Source: an optimization exercise on an open RTL-to-GDS flow (aim: small area). Production flows keep margins and buffers that such runs may drop.
In this exercise RTL edits were held to simulation tests only and were not proved equivalent to the original.
Power and IR drop assume default switching activity.

==> flow/design.v <==
module sfte (
    input  wire        clk,
    input  wire        rst,
    input  wire        reg_wr,
    input  wire [7:0]  reg_addr,
    input  wire [31:0] reg_wdata,
    output reg  [31:0] reg_rdata,
    output wire        host_irq,
    output reg         host_en,
    output reg         host_we,
    output reg  [31:0] host_addr,
    output reg  [7:0]  host_wdata,
    input  wire [7:0]  host_rdata,
    output reg         shm_en,
    output reg         shm_we,
    output reg         shm_wide,
    output reg  [14:0] shm_addr,
    output reg  [31:0] shm_wdata,
    input  wire [31:0] shm_rdata,
    input  wire        peer_notify,
    input  wire [15:0] peer_code,
    input  wire        peer_read_out,
    output wire [15:0] mbx_out,
    output wire        peer_irq
);
    localparam [31:0] OFF_BUF         = 32'h0000_0100;
    localparam [31:0] OFF_SIZE        = 32'h0000_0010;
    localparam [31:0] OFF_TAG         = 32'h0000_0014;
    localparam [31:0] OFF_COUNT       = 32'h0000_0018;
    localparam [31:0] UL_REGION_OFF   = 32'h0000_4000;
    localparam [31:0] DLMAP_OFF_BUF   = 32'h0000_2100;
    localparam [31:0] DLMAP_OFF_SIZE  = 32'h0000_2000;
    localparam [31:0] DLMAP_OFF_TAG   = 32'h0000_2004;
    localparam [31:0] DLMAP_OFF_COUNT = 32'h0000_2008;
    localparam [31:0] HDR_MAGIC_OFF   = 32'h0000_0000;
    localparam [31:0] DL_MAGIC        = 32'hAAAA_5555;
    localparam [31:0] CRASH_RX_OFF    = 32'h0000_6000;
    localparam [31:0] CRASH_LEN       = 32'h0000_0100;
    localparam [31:0] BUF_CAP         = 32'h0000_1000;
    localparam [31:0] XFER_BUF_MAX    = 32'h0010_0000;
    localparam [15:0] CODE_DL_READY       = 16'h0A01;
    localparam [15:0] CODE_FRAME_ACK      = 16'h0A02;
    localparam [15:0] CODE_BOOTING        = 16'h0A03;
    localparam [15:0] CODE_UL_READY       = 16'h0B01;
    localparam [15:0] CODE_UL_FRAME_READY = 16'h0B02;
    localparam [15:0] CODE_FRAME_SENT     = 16'h0C01;
    localparam [15:0] CODE_XMIT_SENT      = 16'h0C02;
    localparam [15:0] CODE_START_EXEC     = 16'h0C03;
    localparam [15:0] CODE_INIT_END       = 16'h0C00;
    localparam [15:0] INIT_CAPS           = 16'h0004;
    localparam [15:0] CODE_UL_BEGIN       = 16'h0D01;
    localparam [15:0] CODE_UL_FRAME_ACK   = 16'h0D02;
    localparam [31:0] TAG_BIN    = 32'd1;
    localparam [31:0] TAG_NV     = 32'd2;
    localparam [31:0] TAG_UL_END = 32'hFF;
    localparam [31:0] N_PREPARE  = 32'd1000;
    localparam [31:0] N_WAIT_NV  = 32'd200;
    localparam [31:0] N_WAIT_BIN = 32'd1000;
    localparam [31:0] N_BOOT     = 32'd200;
    localparam [31:0] N_UL_HS    = 32'd200;
    localparam [31:0] N_UL_FRAME = 32'd200;
    localparam F_DL_MAP = 1'b1, F_XMIT = 1'b1, F_IOCTL = 1'b1, F_CRASH_LOG = 1'b1;
    localparam NV_COUNT_INCREMENTS = 1'b1;
    localparam [31:0] CAPS = {27'd0, NV_COUNT_INCREMENTS, F_CRASH_LOG, F_IOCTL, F_XMIT, F_DL_MAP};
    localparam [7:0] OP_MAP_BOOT = 8'h01, OP_MAP_DL = 8'h02, OP_SET_MAGIC = 8'h03,
                     OP_PREPARE = 8'h10, OP_LOAD_BIN = 8'h11, OP_LOAD_NV = 8'h12,
                     OP_XMIT = 8'h13, OP_UL_STEP1 = 8'h20, OP_UL_STEP2 = 8'h21,
                     OP_BOOT_START = 8'h30, OP_CP_START = 8'h31, OP_CRASH_LOG = 8'h40;
    localparam [7:0] R_OK = 8'd1, R_TIMEOUT = 8'd2, R_MISMATCH = 8'd3,
                     R_NOMEM = 8'd4, R_INVALID = 8'd5;
    localparam [2:0] DL_IDLE = 3'd0, DL_AWAIT = 3'd1, DL_PEER_READY = 3'd2,
                     DL_TRANSFERRING = 3'd3, DL_COMPLETE = 3'd4, DL_TIMEOUT = 3'd5;
    localparam [2:0] UL_IDLE = 3'd0, UL_HANDSHAKE = 3'd1, UL_FRAME_LOOP = 3'd2,
                     UL_DONE = 3'd3, UL_TIMEOUT = 3'd4;
    localparam [2:0] BT_NONE = 3'd0, BT_WAIT = 3'd1, BT_BOOTED = 3'd2,
                     BT_INIT_END_SENT = 3'd3, BT_TIMEOUT = 3'd4;
    localparam [5:0] A_CMD = 6'h00, A_STATUS = 6'h01, A_RESULT = 6'h02, A_CTRL = 6'h03,
                     A_IRQ_STATUS = 6'h04, A_IRQ_ENABLE = 6'h05, A_XFER_SRC = 6'h06,
                     A_XFER_TOTAL = 6'h07, A_XFER_FRAME_CAP = 6'h08, A_XFER_COUNT = 6'h09,
                     A_UL_DST = 6'h0A, A_UL_DST_LEN = 6'h0B, A_CRASH_DST = 6'h0C,
                     A_MAP_BUF = 6'h0D, A_MAP_SIZE = 6'h0E, A_MAP_TAG = 6'h0F,
                     A_MAP_COUNT = 6'h10, A_MAP_INFO = 6'h11, A_PROG_TOTAL = 6'h12,
                     A_PROG_REMAIN = 6'h13, A_PROG_SENT = 6'h14, A_CUR_SRC = 6'h15,
                     A_CUR_FRAME = 6'h16, A_CUR_TAG = 6'h17, A_CUR_COUNT = 6'h18,
                     A_UL_LAST_SIZE = 6'h19, A_UL_LAST_TAG = 6'h1A, A_UL_LAST_COUNT = 6'h1B,
                     A_MBX_IN_VIEW = 6'h1C, A_MBX_OUT_VIEW = 6'h1D, A_LAST_UNRECOG = 6'h1E,
                     A_POLL_LEFT = 6'h1F, A_CAPS = 6'h20;
    localparam [4:0] P_IDLE       = 5'd0,
                     P_DECODE     = 5'd1,
                     P_MAGIC      = 5'd2,
                     P_PREP_WAIT  = 5'd3,
                     P_LOAD_FRAME = 5'd4,    
                     P_LOAD_FTW   = 5'd5,    
                     P_LOAD_WAIT  = 5'd6,
                     P_X_COPY     = 5'd7,
                     P_X_SIZE     = 5'd8,
                     P_X_SEND     = 5'd9,
                     P_U1_POLL    = 5'd10,
                     P_U1_LAST    = 5'd11,
                     P_U1_SEND    = 5'd12,
                     P_U2_POLL    = 5'd13,
                     P_U2_RSIZE   = 5'd14,
                     P_U2_RTAG    = 5'd15,
                     P_U2_RCOUNT  = 5'd16,
                     P_U2_CHECK   = 5'd17,
                     P_U2_COPY    = 5'd18,
                     P_U2_SEND    = 5'd19,
                     P_BOOT_SEND  = 5'd20,
                     P_BOOT_WAIT  = 5'd21,
                     P_CP_SEND    = 5'd22,
                     P_CR_COPY    = 5'd23;
    localparam [2:0] FT_IDLE = 3'd0, FT_COPY = 3'd1, FT_SIZE = 3'd2, FT_TAG = 3'd3,
                     FT_COUNT = 3'd4, FT_SEND = 3'd5;
    reg        busy;
    reg [7:0]  cur_op;
    reg [31:0] cmdw;
    reg [4:0]  phase;
    reg [31:0] idx;
    reg [31:0] ops_src, ops_total, ops_cap, ops_count, ops_ul_dst, ops_ul_len, ops_crash_dst;
    reg [31:0] xfer_src, xfer_total, xfer_frame_cap, xfer_count, ul_dst, ul_dst_len, crash_dst;
    reg [7:0]  result_code, result_op;
    reg        notify_en;
    reg [3:0]  irq_status, irq_enable;
    reg [31:0] map_buf, map_size, map_tag, map_count;
    reg        map_dir, map_sel;
    reg [31:0] prog_total, prog_remain, prog_sent;
    reg [31:0] cur_src, cur_frame, cur_tag, cur_count;
    reg [31:0] ul_last_size, ul_last_tag, ul_last_count;
    reg [15:0] mbx_in;
    reg        pend;
    reg [15:0] mbx_out_r;
    reg        peer_irq_r;
    reg [15:0] unrecog_code;
    reg        unrecog_valid;
    reg [31:0] poll_left;
    reg        cont_pending, copy_started, boot_complete;
    reg [2:0]  dl_state, ul_state, boot_state;
    reg [2:0]  ft_state;
    reg [31:0] ft_idx;
    assign mbx_out  = mbx_out_r;
    assign peer_irq = peer_irq_r;
    assign host_irq = |(irq_status & irq_enable);
    wire       reg_wr_ok = reg_wr && (reg_addr[1:0] == 2'b00);
    wire [5:0] wr_word   = reg_addr[7:2];
    wire       host_cmd_wr  = reg_wr_ok && (wr_word == A_CMD);
    wire       host_ctrl_wr = reg_wr_ok && (wr_word == A_CTRL);
    wire       accept       = host_cmd_wr && !busy;
    wire       overrun      = (host_cmd_wr || host_ctrl_wr) && busy;
    wire [7:0] opc = cmdw[7:0];
    reg        op_assigned, op_feature;
    always @(*) begin
        op_assigned = 1'b1;
        op_feature  = 1'b1;
        case (opc)
            OP_MAP_BOOT, OP_SET_MAGIC, OP_CP_START: op_feature = 1'b1;
            OP_MAP_DL:                               op_feature = F_DL_MAP;
            OP_XMIT:                                 op_feature = F_XMIT;
            OP_PREPARE, OP_LOAD_BIN, OP_LOAD_NV,
            OP_UL_STEP1, OP_UL_STEP2, OP_BOOT_START: op_feature = F_IOCTL;
            OP_CRASH_LOG:                            op_feature = F_CRASH_LOG;
            default:                                 op_assigned = 1'b0;
        endcase
    end
    wire cmd_valid = (cmdw[31:9] == 23'd0) && op_assigned &&
                     (!cmdw[8] || opc == OP_MAP_BOOT) && op_feature;
    wire is_nv = (opc == OP_LOAD_NV);
    wire [32:0] src_end   = {1'b0, ops_src} + {1'b0, ops_total};
    wire        src_oob   = src_end > 33'h1_0000_0000;
    wire        load_state_ok = (dl_state == DL_PEER_READY) || (dl_state == DL_COMPLETE);
    wire        cap_bad   = (ops_cap == 32'd0) || (ops_cap > BUF_CAP);
    wire [31:0] first_frame = (ops_cap < ops_total) ? ops_cap : ops_total;
    wire [32:0] crash_end = {1'b0, ops_crash_dst} + {1'b0, CRASH_LEN};
    wire        crash_oob = crash_end > 33'h1_0000_0000;
    wire [32:0] ul_end    = {1'b0, ops_ul_dst} + {1'b0, ul_last_size};
    wire        ul_bad    = (ul_last_size > BUF_CAP) || (ul_last_size > ops_ul_len) ||
                            (ul_end > 33'h1_0000_0000);
    wire [31:0] poll_dec  = poll_left - 32'd1;
    wire cmd_locked = (phase == P_MAGIC) || (phase == P_LOAD_FRAME) ||
                      (phase == P_LOAD_FTW) || (phase == P_X_COPY) ||
                      (phase == P_X_SIZE) || (phase == P_X_SEND) ||
                      (phase == P_U1_SEND) || (phase == P_U2_RSIZE) ||
                      (phase == P_U2_RTAG) || (phase == P_U2_RCOUNT) ||
                      (phase == P_U2_CHECK) || (phase == P_U2_COPY) ||
                      (phase == P_U2_SEND) || (phase == P_BOOT_SEND) ||
                      (phase == P_CP_SEND) || (phase == P_CR_COPY);
    reg  ft_by_cont;    
    wire cont_start  = cont_pending && (ft_state == FT_IDLE) && !cmd_locked;
    wire cont_active = cont_start && (dl_state == DL_TRANSFERRING);
    wire [31:0] c_src    = cur_src + cur_frame;
    wire [31:0] c_remain = prog_remain - cur_frame;
    wire [31:0] c_sent   = prog_sent + cur_frame;
    wire        c_done   = c_sent >= prog_total;
    wire cmd_step = busy && !cont_active && !(ft_state != FT_IDLE && ft_by_cont);
    wire notif_take = notify_en && pend;
    wire [31:0] status_v = {(busy ? cur_op : 8'd0), 5'd0, boot_state, 1'b0, ul_state,
                            1'b0, dl_state, 3'd0, boot_complete, 1'b0, copy_started,
                            cont_pending, busy};
    always @(*) begin
        reg_rdata = 32'd0;
        if (reg_addr[1:0] == 2'b00) begin
            case (reg_addr[7:2])
                A_STATUS:        reg_rdata = status_v;
                A_RESULT:        reg_rdata = {16'd0, result_op, result_code};
                A_CTRL:          reg_rdata = {31'd0, notify_en};
                A_IRQ_STATUS:    reg_rdata = {28'd0, irq_status};
                A_IRQ_ENABLE:    reg_rdata = {28'd0, irq_enable};
                A_XFER_SRC:      reg_rdata = xfer_src;
                A_XFER_TOTAL:    reg_rdata = xfer_total;
                A_XFER_FRAME_CAP:reg_rdata = xfer_frame_cap;
                A_XFER_COUNT:    reg_rdata = xfer_count;
                A_UL_DST:        reg_rdata = ul_dst;
                A_UL_DST_LEN:    reg_rdata = ul_dst_len;
                A_CRASH_DST:     reg_rdata = crash_dst;
                A_MAP_BUF:       reg_rdata = map_buf;
                A_MAP_SIZE:      reg_rdata = map_size;
                A_MAP_TAG:       reg_rdata = map_tag;
                A_MAP_COUNT:     reg_rdata = map_count;
                A_MAP_INFO:      reg_rdata = {30'd0, map_sel, map_dir};
                A_PROG_TOTAL:    reg_rdata = prog_total;
                A_PROG_REMAIN:   reg_rdata = prog_remain;
                A_PROG_SENT:     reg_rdata = prog_sent;
                A_CUR_SRC:       reg_rdata = cur_src;
                A_CUR_FRAME:     reg_rdata = cur_frame;
                A_CUR_TAG:       reg_rdata = cur_tag;
                A_CUR_COUNT:     reg_rdata = cur_count;
                A_UL_LAST_SIZE:  reg_rdata = ul_last_size;
                A_UL_LAST_TAG:   reg_rdata = ul_last_tag;
                A_UL_LAST_COUNT: reg_rdata = ul_last_count;
                A_MBX_IN_VIEW:   reg_rdata = {15'd0, pend, mbx_in};
                A_MBX_OUT_VIEW:  reg_rdata = {15'd0, peer_irq_r, mbx_out_r};
                A_LAST_UNRECOG:  reg_rdata = {15'd0, unrecog_valid, unrecog_code};
                A_POLL_LEFT:     reg_rdata = poll_left;
                A_CAPS:          reg_rdata = CAPS;
                default:         reg_rdata = 32'd0;
            endcase
        end
    end
    wire [31:0] ft_shm_byte = map_buf + ft_idx;
    wire [31:0] x_shm_byte  = map_buf + idx;
    wire [31:0] cr_shm_byte = CRASH_RX_OFF + idx;
    always @(*) begin
        host_en    = 1'b0;
        host_we    = 1'b0;
        host_addr  = 32'd0;
        host_wdata = 8'd0;
        shm_en     = 1'b0;
        shm_we     = 1'b0;
        shm_wide   = 1'b0;
        shm_addr   = 15'd0;
        shm_wdata  = 32'd0;
        case (ft_state)
            FT_COPY: begin
                if (ft_idx < cur_frame) begin
                    host_en   = 1'b1;
                    host_addr = cur_src + ft_idx;
                    shm_en    = 1'b1;
                    shm_we    = 1'b1;
                    shm_addr  = ft_shm_byte[14:0];
                    shm_wdata = {24'd0, host_rdata};
                end
            end
            FT_SIZE: begin
                shm_en = 1'b1; shm_we = 1'b1; shm_wide = 1'b1;
                shm_addr = map_size[14:0]; shm_wdata = cur_frame;
            end
            FT_TAG: begin
                shm_en = 1'b1; shm_we = 1'b1; shm_wide = 1'b1;
                shm_addr = map_tag[14:0]; shm_wdata = cur_tag;
            end
            FT_COUNT: begin
                shm_en = 1'b1; shm_we = 1'b1; shm_wide = 1'b1;
                shm_addr = map_count[14:0]; shm_wdata = cur_count;
            end
            default: ;
        endcase
        if (cmd_step) begin
            case (phase)
                P_MAGIC: begin
                    shm_en = 1'b1; shm_we = 1'b1; shm_wide = 1'b1;
                    shm_addr = HDR_MAGIC_OFF[14:0]; shm_wdata = DL_MAGIC;
                end
                P_X_COPY: begin
                    host_en   = 1'b1;
                    host_addr = ops_src + idx;
                    shm_en    = 1'b1;
                    shm_we    = 1'b1;
                    shm_addr  = x_shm_byte[14:0];
                    shm_wdata = {24'd0, host_rdata};
                end
                P_X_SIZE: begin
                    shm_en = 1'b1; shm_we = 1'b1; shm_wide = 1'b1;
                    shm_addr = map_size[14:0]; shm_wdata = ops_total;
                end
                P_U2_RSIZE: begin
                    shm_en = 1'b1; shm_wide = 1'b1; shm_addr = map_size[14:0];
                end
                P_U2_RTAG: begin
                    shm_en = 1'b1; shm_wide = 1'b1; shm_addr = map_tag[14:0];
                end
                P_U2_RCOUNT: begin
                    shm_en = 1'b1; shm_wide = 1'b1; shm_addr = map_count[14:0];
                end
                P_U2_COPY: begin
                    shm_en     = 1'b1;
                    shm_addr   = x_shm_byte[14:0];
                    host_en    = 1'b1;
                    host_we    = 1'b1;
                    host_addr  = ops_ul_dst + idx;
                    host_wdata = shm_rdata[7:0];
                end
                P_CR_COPY: begin
                    shm_en     = 1'b1;
                    shm_addr   = cr_shm_byte[14:0];
                    host_en    = 1'b1;
                    host_we    = 1'b1;
                    host_addr  = ops_crash_dst + idx;
                    host_wdata = shm_rdata[7:0];
                end
                default: ;
            endcase
        end
    end
    reg        send_en;
    reg [15:0] send_code;
    reg        fin_en;
    reg [7:0]  fin_code;
    reg        ft_start_cmd;
    always @(*) begin
        send_en   = 1'b0;
        send_code = 16'd0;
        if (ft_state == FT_SEND) begin
            send_en = 1'b1; send_code = CODE_FRAME_SENT;
        end
        if (cmd_step) begin
            case (phase)
                P_X_SEND:    begin send_en = 1'b1; send_code = CODE_XMIT_SENT; end
                P_U1_SEND:   begin send_en = 1'b1; send_code = CODE_UL_BEGIN; end
                P_U2_SEND:   begin send_en = 1'b1; send_code = CODE_UL_FRAME_ACK; end
                P_BOOT_SEND: begin send_en = 1'b1; send_code = CODE_START_EXEC; end
                P_CP_SEND:   begin send_en = 1'b1; send_code = CODE_INIT_END | INIT_CAPS; end
                default: ;
            endcase
        end
    end
    always @(posedge clk) begin
        fin_en       = 1'b0;
        fin_code     = 8'd0;
        ft_start_cmd = 1'b0;
        if (rst) begin
            busy          <= 1'b0;
            cur_op        <= 8'd0;
            cmdw          <= 32'd0;
            phase         <= P_IDLE;
            idx           <= 32'd0;
            ops_src       <= 32'd0;
            ops_total     <= 32'd0;
            ops_cap       <= 32'd0;
            ops_count     <= 32'd0;
            ops_ul_dst    <= 32'd0;
            ops_ul_len    <= 32'd0;
            ops_crash_dst <= 32'd0;
            xfer_src      <= 32'd0;
            xfer_total    <= 32'd0;
            xfer_frame_cap<= 32'd0;
            xfer_count    <= 32'd0;
            ul_dst        <= 32'd0;
            ul_dst_len    <= 32'd0;
            crash_dst     <= 32'd0;
            result_code   <= 8'd0;
            result_op     <= 8'd0;
            notify_en     <= 1'b1;
            irq_status    <= 4'd0;
            irq_enable    <= 4'd0;
            map_buf       <= OFF_BUF;
            map_size      <= OFF_SIZE;
            map_tag       <= OFF_TAG;
            map_count     <= OFF_COUNT;
            map_dir       <= 1'b0;
            map_sel       <= 1'b0;
            prog_total    <= 32'd0;
            prog_remain   <= 32'd0;
            prog_sent     <= 32'd0;
            cur_src       <= 32'd0;
            cur_frame     <= 32'd0;
            cur_tag       <= 32'd0;
            cur_count     <= 32'd0;
            ul_last_size  <= 32'd0;
            ul_last_tag   <= 32'd0;
            ul_last_count <= 32'd0;
            mbx_in        <= 16'd0;
            pend          <= 1'b0;
            mbx_out_r     <= 16'd0;
            peer_irq_r    <= 1'b0;
            unrecog_code  <= 16'd0;
            unrecog_valid <= 1'b0;
            poll_left     <= 32'd0;
            cont_pending  <= 1'b0;
            copy_started  <= 1'b0;
            boot_complete <= 1'b0;
            dl_state      <= DL_IDLE;
            ul_state      <= UL_IDLE;
            boot_state    <= BT_NONE;
            ft_state      <= FT_IDLE;
            ft_idx        <= 32'd0;
            ft_by_cont    <= 1'b0;
        end else begin
            if (reg_wr_ok) begin
                case (wr_word)
                    A_CTRL:           if (!busy) notify_en <= reg_wdata[0];
                    A_IRQ_STATUS:     irq_status <= irq_status & ~reg_wdata[3:0];
                    A_IRQ_ENABLE:     irq_enable <= reg_wdata[3:0];
                    A_XFER_SRC:       xfer_src <= reg_wdata;
                    A_XFER_TOTAL:     xfer_total <= reg_wdata;
                    A_XFER_FRAME_CAP: xfer_frame_cap <= reg_wdata;
                    A_XFER_COUNT:     xfer_count <= reg_wdata;
                    A_UL_DST:         ul_dst <= reg_wdata;
                    A_UL_DST_LEN:     ul_dst_len <= reg_wdata;
                    A_CRASH_DST:      crash_dst <= reg_wdata;
                    default: ;
                endcase
            end
            if (accept) begin
                busy          <= 1'b1;
                cur_op        <= reg_wdata[7:0];
                cmdw          <= reg_wdata;
                phase         <= P_DECODE;
                ops_src       <= xfer_src;
                ops_total     <= xfer_total;
                ops_cap       <= xfer_frame_cap;
                ops_count     <= xfer_count;
                ops_ul_dst    <= ul_dst;
                ops_ul_len    <= ul_dst_len;
                ops_crash_dst <= crash_dst;
            end
            if (peer_read_out)
                peer_irq_r <= 1'b0;
            if (send_en) begin
                mbx_out_r  <= send_code;
                peer_irq_r <= 1'b1;
            end
            if (notif_take) begin
                pend <= 1'b0;
                if (mbx_in == CODE_DL_READY)
                    copy_started <= 1'b1;
                else if (mbx_in == CODE_FRAME_ACK)
                    ;  
                else if (mbx_in == CODE_BOOTING)
                    boot_complete <= 1'b1;
                else begin
                    unrecog_code  <= mbx_in;
                    unrecog_valid <= 1'b1;
                end
            end
            if (cont_start) begin
                cont_pending <= 1'b0;
                if (dl_state == DL_TRANSFERRING) begin
                    cur_src     <= c_src;
                    prog_remain <= c_remain;
                    prog_sent   <= c_sent;
                    if (c_remain < cur_frame)
                        cur_frame <= c_remain;
                    if (cur_tag != TAG_NV || NV_COUNT_INCREMENTS)
                        cur_count <= cur_count + 32'd1;
                    if (c_done) begin
                        dl_state <= DL_COMPLETE;
                        cur_tag  <= 32'd0;
                    end else begin
                        ft_state   <= FT_COPY;
                        ft_idx     <= 32'd0;
                        ft_by_cont <= 1'b1;
                    end
                end
            end
            case (ft_state)
                FT_COPY: begin
                    if (ft_idx + 32'd1 >= cur_frame)
                        ft_state <= FT_SIZE;
                    ft_idx <= ft_idx + 32'd1;
                end
                FT_SIZE:  ft_state <= FT_TAG;
                FT_TAG:   ft_state <= FT_COUNT;
                FT_COUNT: ft_state <= FT_SEND;
                FT_SEND:  ft_state <= FT_IDLE;
                default: ;
            endcase
            if (cmd_step) begin
                case (phase)
                    P_DECODE: begin
                        if (!cmd_valid) begin
                            fin_en = 1'b1; fin_code = R_INVALID;
                        end else begin
                            case (opc)
                                OP_MAP_BOOT: begin
                                    map_buf   <= (cmdw[8] ? UL_REGION_OFF : 32'd0) + OFF_BUF;
                                    map_size  <= (cmdw[8] ? UL_REGION_OFF : 32'd0) + OFF_SIZE;
                                    map_tag   <= (cmdw[8] ? UL_REGION_OFF : 32'd0) + OFF_TAG;
                                    map_count <= (cmdw[8] ? UL_REGION_OFF : 32'd0) + OFF_COUNT;
                                    map_dir   <= cmdw[8];
                                    map_sel   <= 1'b0;
                                    fin_en = 1'b1; fin_code = R_OK;
                                end
                                OP_MAP_DL: begin
                                    map_buf   <= DLMAP_OFF_BUF;
                                    map_size  <= DLMAP_OFF_SIZE;
                                    map_tag   <= DLMAP_OFF_TAG;
                                    map_count <= DLMAP_OFF_COUNT;
                                    map_dir   <= 1'b0;
                                    map_sel   <= 1'b1;
                                    fin_en = 1'b1; fin_code = R_OK;
                                end
                                OP_SET_MAGIC: phase <= P_MAGIC;
                                OP_PREPARE: begin
                                    dl_state     <= DL_AWAIT;
                                    prog_total   <= 32'd0;
                                    prog_remain  <= 32'd0;
                                    prog_sent    <= 32'd0;
                                    cur_src      <= 32'd0;
                                    cur_frame    <= 32'd0;
                                    cur_tag      <= 32'd0;
                                    cur_count    <= 32'd0;
                                    cont_pending <= 1'b0;
                                    poll_left    <= N_PREPARE;
                                    phase        <= P_PREP_WAIT;
                                end
                                OP_LOAD_BIN, OP_LOAD_NV: begin
                                    if (!load_state_ok || ops_total == 32'd0 || cap_bad || src_oob) begin
                                        fin_en = 1'b1; fin_code = R_INVALID;
                                    end else if (ops_total > XFER_BUF_MAX) begin
                                        fin_en = 1'b1; fin_code = R_NOMEM;
                                    end else begin
                                        prog_total   <= ops_total;
                                        prog_remain  <= ops_total;
                                        prog_sent    <= 32'd0;
                                        cur_src      <= ops_src;
                                        cur_frame    <= first_frame;
                                        cur_tag      <= is_nv ? TAG_NV : TAG_BIN;
                                        cur_count    <= is_nv ? 32'd1 : ops_count;
                                        cont_pending <= 1'b0;
                                        dl_state     <= DL_TRANSFERRING;
                                        phase        <= P_LOAD_FRAME;
                                    end
                                end
                                OP_XMIT: begin
                                    if (ops_total == 32'd0 || ops_total > BUF_CAP || src_oob) begin
                                        fin_en = 1'b1; fin_code = R_INVALID;
                                    end else begin
                                        idx   <= 32'd0;
                                        phase <= P_X_COPY;
                                    end
                                end
                                OP_UL_STEP1: begin
                                    notify_en <= 1'b0;
                                    ul_state  <= UL_HANDSHAKE;
                                    poll_left <= N_UL_HS;
                                    phase     <= P_U1_POLL;
                                end
                                OP_UL_STEP2: begin
                                    if (ul_state != UL_FRAME_LOOP) begin
                                        fin_en = 1'b1; fin_code = R_INVALID;
                                    end else begin
                                        notify_en <= 1'b0;
                                        poll_left <= N_UL_FRAME;
                                        phase     <= P_U2_POLL;
                                    end
                                end
                                OP_BOOT_START: phase <= P_BOOT_SEND;
                                OP_CP_START:   phase <= P_CP_SEND;
                                OP_CRASH_LOG: begin
                                    if (crash_oob) begin
                                        fin_en = 1'b1; fin_code = R_INVALID;
                                    end else begin
                                        idx   <= 32'd0;
                                        phase <= P_CR_COPY;
                                    end
                                end
                                default: begin
                                    fin_en = 1'b1; fin_code = R_INVALID;
                                end
                            endcase
                        end
                    end
                    P_MAGIC: begin
                        fin_en = 1'b1; fin_code = R_OK;
                    end
                    P_PREP_WAIT: begin
                        if (copy_started) begin
                            copy_started <= 1'b0;
                            dl_state     <= DL_PEER_READY;
                            fin_en = 1'b1; fin_code = R_OK;
                        end else begin
                            poll_left <= poll_dec;
                            if (poll_dec == 32'd0) begin
                                dl_state <= DL_TIMEOUT;
                                fin_en = 1'b1; fin_code = R_TIMEOUT;
                            end
                        end
                    end
                    P_LOAD_FRAME: begin
                        ft_start_cmd = 1'b1;
                        phase <= P_LOAD_FTW;
                    end
                    P_LOAD_FTW: begin
                        if (ft_state == FT_SEND) begin
                            poll_left <= is_nv ? N_WAIT_NV : N_WAIT_BIN;
                            phase     <= P_LOAD_WAIT;
                        end
                    end
                    P_LOAD_WAIT: begin
                        if (prog_sent >= prog_total) begin
                            fin_en = 1'b1; fin_code = R_OK;
                        end else begin
                            poll_left <= poll_dec;
                            if (poll_dec == 32'd0) begin
                                dl_state     <= DL_TIMEOUT;
                                cur_tag      <= 32'd0;
                                cont_pending <= 1'b0;
                                fin_en = 1'b1; fin_code = R_TIMEOUT;
                            end
                        end
                    end
                    P_X_COPY: begin
                        if (idx + 32'd1 >= ops_total)
                            phase <= P_X_SIZE;
                        idx <= idx + 32'd1;
                    end
                    P_X_SIZE: phase <= P_X_SEND;
                    P_X_SEND: begin
                        fin_en = 1'b1; fin_code = R_OK;
                    end
                    P_U1_POLL: begin
                        if (pend) begin
                            pend <= 1'b0;
                            if (mbx_in == CODE_UL_READY) begin
                                phase <= P_U1_SEND;
                            end else begin
                                notify_en <= 1'b1;
                                ul_state  <= UL_TIMEOUT;
                                fin_en = 1'b1; fin_code = R_MISMATCH;
                            end
                        end else begin
                            poll_left <= poll_dec;
                            if (poll_dec == 32'd0)
                                phase <= P_U1_LAST;
                        end
                    end
                    P_U1_LAST: begin
                        if (mbx_in == CODE_UL_READY) begin
                            pend  <= 1'b0;
                            phase <= P_U1_SEND;
                        end else begin
                            notify_en <= 1'b1;
                            ul_state  <= UL_TIMEOUT;
                            fin_en = 1'b1; fin_code = R_TIMEOUT;
                        end
                    end
                    P_U1_SEND: begin
                        ul_state <= UL_FRAME_LOOP;
                        fin_en = 1'b1; fin_code = R_OK;
                    end
                    P_U2_POLL: begin
                        if (pend) begin
                            pend <= 1'b0;
                            if (mbx_in == CODE_UL_FRAME_READY) begin
                                phase <= P_U2_RSIZE;
                            end else begin
                                notify_en <= 1'b1;
                                ul_state  <= UL_TIMEOUT;
                                fin_en = 1'b1; fin_code = R_MISMATCH;
                            end
                        end else begin
                            poll_left <= poll_dec;
                            if (poll_dec == 32'd0) begin
                                notify_en <= 1'b1;
                                ul_state  <= UL_TIMEOUT;
                                fin_en = 1'b1; fin_code = R_TIMEOUT;
                            end
                        end
                    end
                    P_U2_RSIZE: begin
                        ul_last_size <= shm_rdata;
                        phase <= P_U2_RTAG;
                    end
                    P_U2_RTAG: begin
                        ul_last_tag <= shm_rdata;
                        phase <= P_U2_RCOUNT;
                    end
                    P_U2_RCOUNT: begin
                        ul_last_count <= shm_rdata;
                        phase <= P_U2_CHECK;
                    end
                    P_U2_CHECK: begin
                        if (ul_bad) begin
                            notify_en <= 1'b1;
                            ul_state  <= UL_TIMEOUT;
                            fin_en = 1'b1; fin_code = R_INVALID;
                        end else begin
                            idx   <= 32'd0;
                            phase <= (ul_last_size == 32'd0) ? P_U2_SEND : P_U2_COPY;
                        end
                    end
                    P_U2_COPY: begin
                        if (idx + 32'd1 >= ul_last_size)
                            phase <= P_U2_SEND;
                        idx <= idx + 32'd1;
                    end
                    P_U2_SEND: begin
                        if (ul_last_tag == TAG_UL_END) begin
                            notify_en <= 1'b1;
                            ul_state  <= UL_DONE;
                        end
                        fin_en = 1'b1; fin_code = R_OK;
                    end
                    P_BOOT_SEND: begin
                        boot_state <= BT_WAIT;
                        poll_left  <= N_BOOT;
                        phase      <= P_BOOT_WAIT;
                    end
                    P_BOOT_WAIT: begin
                        if (boot_complete) begin
                            boot_complete <= 1'b0;
                            boot_state    <= BT_BOOTED;
                            fin_en = 1'b1; fin_code = R_OK;
                        end else begin
                            poll_left <= poll_dec;
                            if (poll_dec == 32'd0) begin
                                boot_state <= BT_TIMEOUT;
                                fin_en = 1'b1; fin_code = R_TIMEOUT;
                            end
                        end
                    end
                    P_CP_SEND: begin
                        boot_state <= BT_INIT_END_SENT;
                        fin_en = 1'b1; fin_code = R_OK;
                    end
                    P_CR_COPY: begin
                        if (idx + 32'd1 >= CRASH_LEN) begin
                            fin_en = 1'b1; fin_code = R_OK;
                        end
                        idx <= idx + 32'd1;
                    end
                    default: ;
                endcase
            end
            if (ft_start_cmd) begin
                ft_state   <= FT_COPY;
                ft_idx     <= 32'd0;
                ft_by_cont <= 1'b0;
            end
            if (fin_en) begin
                result_code <= fin_code;
                result_op   <= opc;
                busy        <= 1'b0;
                cur_op      <= 8'd0;
                phase       <= P_IDLE;
            end
            if (notif_take && mbx_in == CODE_FRAME_ACK)
                cont_pending <= 1'b1;
            if (peer_notify) begin
                mbx_in <= peer_code;
                pend   <= 1'b1;
            end
            irq_status <= (reg_wr_ok && wr_word == A_IRQ_STATUS ? irq_status & ~reg_wdata[3:0] : irq_status)
                        | {overrun,
                           notif_take && mbx_in != CODE_DL_READY && mbx_in != CODE_FRAME_ACK
                                      && mbx_in != CODE_BOOTING,
                           notif_take,
                           fin_en};
        end
    end
endmodule
==> flow/run.sh <==
#!/bin/bash
# synth_recipe.tcl (not shown) runs the flow's synth.tcl, then flattens the netlist and writes it again
# the make line also repeats each setting of config.mk as NAME=value (left out here)
make -C /OpenROAD-flow-scripts/flow DESIGN_CONFIG=/design/flow/config.mk WORK_HOME=/design/flow/orfs CLKGATE_MAP_FILE= SYNTH_SCRIPT=/design/flow/synth_recipe.tcl finish
==> flow/config.mk <==
export PLATFORM = sky130hd
export DESIGN_NAME = sfte
export DESIGN_NICKNAME = sfte
export VERILOG_FILES = /design/flow/design.v
export SDC_FILE = /design/flow/constraint.sdc
export NUM_CORES = 4
export LEC_CHECK = 0
export CAP_MARGIN = 20
export CORE_MARGIN = 2
export CORE_UTILIZATION = 30
export PLACE_DENSITY = 0.5
export SLEW_MARGIN = 20
==> flow/constraint.sdc <==
create_clock -name core_clock -period 12.0 [get_ports {clk}]
set_input_delay 2.4000 -clock core_clock [delete_from_list [all_inputs] [get_ports {clk}]]
set_output_delay 2.4000 -clock core_clock [all_outputs]
set_load 0.01 [all_outputs]
==> results.txt <==
==> Yosys cell counts (33+ instances only) <==
library cell	n	share of area, %
a22oi_1	205	2.4
nor3_1	133	1.0
o21a_1	72	0.84
nor2_1	545	3.2
a221oi_1	127	1.7
a21o_1	163	1.9
o21ai_0	354	2.7
nor4_1	75	0.73
a22o_1	111	1.5
a211oi_1	49	0.57
mux2i_1	99	1.5
and3_1	88	0.85
ha_1	517	10
nand2_1	1770	10
and2_1	72	0.70
o22ai_1	47	0.46
xnor2_1	161	2.2
dfxtp_1	989	31
inv_1	247	1.4
nand3_1	201	1.6
nand2b_1	74	0.72
xor2_1	109	1.5
nand4_1	116	1.1
a21oi_1	1092	8.5
clkbuf_1	473	2.8
mux2_2	43	0.75
a31oi_1	78	0.76
nor2b_1	69	0.67
buf_4	33	0.38
or3_1	38	0.37
==> kinds of logic after synthesis <==
kind of cell               count (synthesis)  share of synthesized area, %
other                                      1                       0.00581
and+or+nand+nor                         3301                          22.7
DFF                                      989                          30.7
buffers and inverters                    825                          5.12
adders and majority gates                524                          10.2
muxes                                    142                          2.29
AOI/OAI and AO/OA                       2582                          25.3
xor gates and xnor gates                 270                          3.67
==> routing by layer <==
metal | GRT usage (%) | up-vias | share of wire, %
met3 | 11.6 | 1197 | 11
met2 | 55.2 | 4669 | 41
met4 | 30.4 | 38 | 9.3
met1 | 46.6 | 35600 | 39
met5 | 0 | - | 0.12
li1 | - | 31000 | -
==> worst min path at each step <==
stage	from	end	slack, ns
3_5_place_dp	unrecog_valid	unrecog_valid	0.44
2_1_floorplan	ops_count[16]	cur_count[16]	0.42
4_1_cts	unrecog_valid	unrecog_valid	0.45
6_report	ops_ul_len[2]	ops_ul_len[2]	0.45
3_3_place_gp	unrecog_valid	unrecog_valid	0.44
5_1_grt	unrecog_valid	unrecog_valid	0.46
==> metrics by stage <==
| stage | setup slack [ns] | util (%) | instances |
|---|---|---|---|
| after floorplan | 4.24 | - | 8643 |
| after global placement | 2.79 | 32.7 | 11400 |
| after detailed placement | 2.72 | 32.7 | 11400 |
| after CTS | 1.83 | 34.9 | 11600 |
| after global routing | 1.38 | 34.9 | 11600 |
| final | 1.70 | 35.0 | 11600 |
==> area by class of cell <==
class / instances / area, um^2 / area share (%)
Multi-Input combinational cell: 6829 / 41800 / 55.8
Inverter: 247 / 927 / 1.24
Timing Repair Buffer: 451 / 3980 / 5.31
Clock buffer: 182 / 3690 / 4.93
Clock inverter: 56 / 1040 / 1.38
Antenna cell: 48 / 120 / 0.160
Tap cell: 2838 / 3550 / 4.74
Sequential cell: 989 / 19800 / 26.4
==> power by group <==
part / switching, uW / total [uW] / internal [uW]
clock: 1810 / 4340 / 2530
sequential: 13.7 / 3300 / 3290
combinational: 181 / 233 / 52.0
total: 2000 / 7870 / 5870
==> worst reg2reg max path, delay by kind of cell, from the launching register on <==
family | cells | cell delay [ns]
simple gates | 7 | 2.15
flops | 1 | 0.72
fa+ha+maj | 2 | 0.72
compound gates | 17 | 4.61
xor+xnor | 1 | 0.18
==> impl_metrics.toml <==
[floorplanning]
die_h_um = 468
die-area_um2 = 219000
coreArea_um2 = 214000
initial_core_util_pct = 30.1
ios = 243
die_w_um = 468
rows = 170

[drt]
vias = 72500
drtAntennaViolNets = 0
wl_um = 431000
drt-pass1-iter-count = 14
post-route-drc-count = 0
wire_per_inst_um = 37.1
post_drt_via_cell_ratio = 6.23
drtIter0Drc = 9570

[pwr]
p_total_uw = 7870
ir_drop_mv = 0.142
p_leak_uw = 0.0277
powerDensity_nw_per_um2 = 105

[synthesis]
seq_area_frac_synth_pct = 30.7
yosys_warnings = 1
ys_async_sr_fraction_pct = 0
synthFlopType = "dfxtp_1"
synth.avg_cell_area_um2 = 7.47
synth_area_um2 = 64500
synth_edf_count = 0
ys_ff_latch = 989
yosys.cell_types.count = 100
syn_inst = 8634

[clocking]
clkTransAtPathRegs_ns = 0.05
postCtsSetupBuffers = 0
h-tree-depth = 4
cts_made_buffers = 132
post_cts_resized = 0
clk-insertion-delay-late_ns = 0.87
cts_tree = "yes"
cts_hold_buf = 0
clock-sinks = 989
cts_max_path_buffers = 3
root_buffer = "clkbuf_16"

[timing]
period_needed_ns = 10.30
max_freq_mhz = 97.1
clock_skew_ns = 0.0912
drv_slew = 0
rsz0062_at_grt = "no"
setup_viol = 0
worstMarginPinSlew_ns = 1.26
max-slew-margin-rel_pct = 16.0
whs_ns = 0.453
period_share_pct = 85.8
finalSetupTns_ns = 0
finalHoldViolCount = 0

[placement]
dpl.hpwl_um = 337000
gp_congestion = 1.08
port_buffers = 232
post_dp_cell_area_um2 = 70000

[critical_path]
r2r-end = "ft_state[0]"
crit_chain = "buf_4 -> nor2b_1 -> and3_1 -> buf_4 -> nor2_2 -> buf_4 -> nand2_1 -> nand2_1 -> fa_1 -> a21o_1 -> a21oi_1 -> o21ai_0 -> and4b_1 -> nor2_1 -> a211oi_1 -> o41a_1 -> o2111ai_1 -> nand3_1 -> o41a_1 -> a21o_1 -> a21oi_1 -> xor2_1 -> o21ai_0 -> clkdlybuf4s50_1"
cp-start-kind = "register"
arrival_ns = 7.90
critPathTopFamily = "compound AO/OA/AOI/OAI gates"
crit_type = "register to output port"
r2r-start = "cur_frame[10]"
crit_path_end_kind = "output port"
critPathCapture = "host_addr[28]"
crit_fanout = 32
slowest_delay_ns = 0.87
cp-startpoint = "phase[4]"
worst_ep_required_time_ns = 9.60
path_common_cell = "buf_4"
crit_slowest_cell = "and3_1"
critPathBufInv = 4
ff2ff_setup_slack_ns = 3.56
worst-r2r-cell-count = 27
path_depth = 24

[run]
drv_cap = 0

[finish]
nets = 9275
final_area_um2 = 74900
layout_common_cells = "1767 x nand2_1, 1090 x a21oi_1, 988 x dfxtp_1"
layout.filler_cells = 22700
final_common_cell = "nand2_1"
drive_gt1_share_pct = 6.71
syn2layout_area_growth_pct = 16.1

[grt]
grt_pass1_wl_um = 573000
grt_max_degree = 199
grt_pass1_vias = 65000
overflow = 0
antenna_found_initial = 67
globalRouteTotalUtil_pct = 38.1

[hold_path]
hold_path_depth = 2
worstHoldPathType = "register to register"

[run_status]
outcome = "no timing/DRC/antenna violations"

[static timing again, ports no longer ideal]
The results above use ideal ports. As a check the final layout listed here was re-extracted and re-timed, cells and wires unchanged.
Step 1: set_driving_cell puts a clkbuf_16 on clk and a buf_2 on each other input, an assumption about the parent block.
Step 2 moves the port delays by t, midway between the first and last clock arrival at a register: inputs arrive t later, outputs are due t later. That takes back most of the time a late clock gives input paths.
Three values: ideal ports, drivers, drivers and shift; two values: the first two.
t (ns): 0.927
setup slack, ns: 1.699 / 1.594 / 2.432
worst setup path at the end: input to output
latest minus earliest clock arrival (ns): 0.092 / 0.092
After both steps setup and hold are still met in this run. For this run, drivers alone change the setup slack by -0.105 ns; drivers and shift together by +0.733 ns.
